Background: an optimization exercise with open tools, aiming at small area. Do not read the settings as production practice.
Only simulation tests tie the RTL to the original design; equivalence was not proved.
The flow treats the clock pin as an ideal source, which a real chip does not have.
Power is estimated from default activity; no workload was simulated.

==> inputs of run X <==
Design fsb_core, start of the top module:
module fsb_core (
    input  wire        clk,
    input  wire        rst,           
    input  wire        cmd_valid,
    input  wire [31:0] cmd,
    input  wire        host_we,
    input  wire [3:0]  host_waddr,
    input  wire [63:0] host_wdata,
    input  wire [3:0]  host_raddr,
    output wire [63:0] host_rdata,
    output wire [2:0]  err,
    output wire [31:0] errcmd,
    output wire        fault
);
==> flow/config.mk <==
export PLATFORM = sky130hd
export DESIGN_NAME = fsb_core
export DESIGN_NICKNAME = fsb_core
export VERILOG_FILES = /design/flow/design.v
export SDC_FILE = /design/flow/constraint.sdc
export NUM_CORES = 4
export LEC_CHECK = 0
export CAP_MARGIN = 0
export CELL_PAD_IN_SITES_DETAIL_PLACEMENT = 1
export CELL_PAD_IN_SITES_GLOBAL_PLACEMENT = 1
export CORE_MARGIN = 2
export CORE_UTILIZATION = 45
export CTS_BUF_LIST = sky130_fd_sc_hd__clkbuf_4 sky130_fd_sc_hd__clkbuf_8
export PLACE_DENSITY = 0.55
export SLEW_MARGIN = 0
export SYNTH_HIERARCHICAL = 1
==> flow/constraint.sdc <==
create_clock -name core_clock -period 10.0 [get_ports {clk}]
set_input_delay 2.0000 -clock core_clock [delete_from_list [all_inputs] [get_ports {clk}]]
set_output_delay 2.0000 -clock core_clock [all_outputs]
set_load 0.01 [all_outputs]
standard.sh (not shown) runs the stock make flow with config.mk's settings and CLKGATE_MAP_FILE= SYNTH_SCRIPT=/design/flow/synth_recipe.tcl, a recipe that flattens the netlist after the stock synthesis.
==> flow/flow/run.sh <==
#!/bin/bash
# Standard ORFS layout (the standard.sh) with these changes:
#  * port buffers are the smallest buffer cell instead of the default,
#  * clock tree synthesis inserts no dummy loads and clusters more sinks
#    per leaf buffer,
#  * after clock tree synthesis, logic cells with timing slack to spare
#    are downsized (flow/downsize.tcl, run as ORFS's POST_CTS_TCL hook).
# Each step's full output is in its own log file here; ORFS also keeps
# its per-stage logs under orfs/logs/.
set -euo pipefail
here=$(pwd)

bash standard.sh synth > synth.log 2>&1

CTS_ARGS="-sink_clustering_enable -repair_clock_nets -dont_use_dummy_load"
CTS_ARGS="$CTS_ARGS -buf_list {sky130_fd_sc_hd__clkbuf_4 sky130_fd_sc_hd__clkbuf_8}"
CTS_ARGS="$CTS_ARGS -sink_clustering_size 16 -sink_clustering_max_diameter 70"

bash standard.sh \
    BUFFER_PORTS_ARGS="-buffer_cell sky130_fd_sc_hd__buf_1" \
    CTS_ARGS="$CTS_ARGS" \
    POST_CTS_TCL="$here/flow/downsize.tcl" \
    finish > layout.log 2>&1
Other scripts of this flow, unchanged in this note and not shown: flow/flow/downsize.tcl
==> inputs of run K, as changes to run X <==
--- a/flow/flow/run.sh
+++ b/flow/flow/run.sh
@@ -14,7 +14,7 @@
 
 CTS_ARGS="-sink_clustering_enable -repair_clock_nets -dont_use_dummy_load"
 CTS_ARGS="$CTS_ARGS -buf_list {sky130_fd_sc_hd__clkbuf_4 sky130_fd_sc_hd__clkbuf_8}"
-CTS_ARGS="$CTS_ARGS -sink_clustering_size 16 -sink_clustering_max_diameter 70"
+CTS_ARGS="$CTS_ARGS -sink_clustering_size 12 -sink_clustering_max_diameter 60"
 
 bash standard.sh \
     BUFFER_PORTS_ARGS="-buffer_cell sky130_fd_sc_hd__buf_1" \
--- a/flow/config.mk
+++ b/flow/config.mk
@@ -5,12 +5,12 @@
 export SDC_FILE = /design/flow/constraint.sdc
 export NUM_CORES = 4
 export LEC_CHECK = 0
-export CAP_MARGIN = 0
+export CAP_MARGIN = 15
 export CELL_PAD_IN_SITES_DETAIL_PLACEMENT = 1
 export CELL_PAD_IN_SITES_GLOBAL_PLACEMENT = 1
 export CORE_MARGIN = 2
 export CORE_UTILIZATION = 45
 export CTS_BUF_LIST = sky130_fd_sc_hd__clkbuf_4 sky130_fd_sc_hd__clkbuf_8
 export PLACE_DENSITY = 0.55
-export SLEW_MARGIN = 0
+export SLEW_MARGIN = 15
 export SYNTH_HIERARCHICAL = 1
==> run summary <==
Run K completed without violations. Run X produced a layout that fails on capacitance limit, slew limit. In run X the global-route usage is lower than in run K, by 0.25 points. First-iteration DRC count: run K is higher than run X (3.1%). Synthesized cell count is the same in run K and run X. Die area is the same in run K and run X. In sequential power, run K and run X hardly differ. In area after synthesis, run X and run K do not differ. Hold slack: run X is higher than run K (0.0019 ns). In run X the clock-buffer cell count is lower than in run K, by 28. Between run K and run X, the lower fmax is in run X (gap about 2.7%, measured against run X).

==> static timing again, ports no longer ideal <==
The flow's constraints put no driver on any port. The routed layouts listed below were extracted and timed again, unchanged, in two steps.
Step 1 (the two cells are an assumption about what drives the block):
set clk [get_ports {clk}]
set_driving_cell -lib_cell sky130_fd_sc_hd__clkbuf_16 $clk
set_driving_cell -lib_cell sky130_fd_sc_hd__buf_2 [delete_from_list [all_inputs] $clk]
Step 2, shift: input delay + t, output delay - t, t = (earliest + latest rising clock arrival at the registers) / 2. This alone moves slack from input paths to output paths.
a / b / c = ideal / step 1 / step 2; a / b = the first two.
run | t (ns) | setup WS [ns] | worst setup path after step 2 | clock arrival spread, ns | cell pins on the clock port's net
run X | 0.877 | 0.993 / 1.036 / 0.159 | input to register | 0.103 / 0.104 | 1
run K | 0.916 | 1.226 / 1.270 / 0.354 | input to register | 0.104 / 0.103 | 1
The setup slack of run K, which loses most, moves by +0.044 ns with the drivers and by -0.872 ns with both steps.
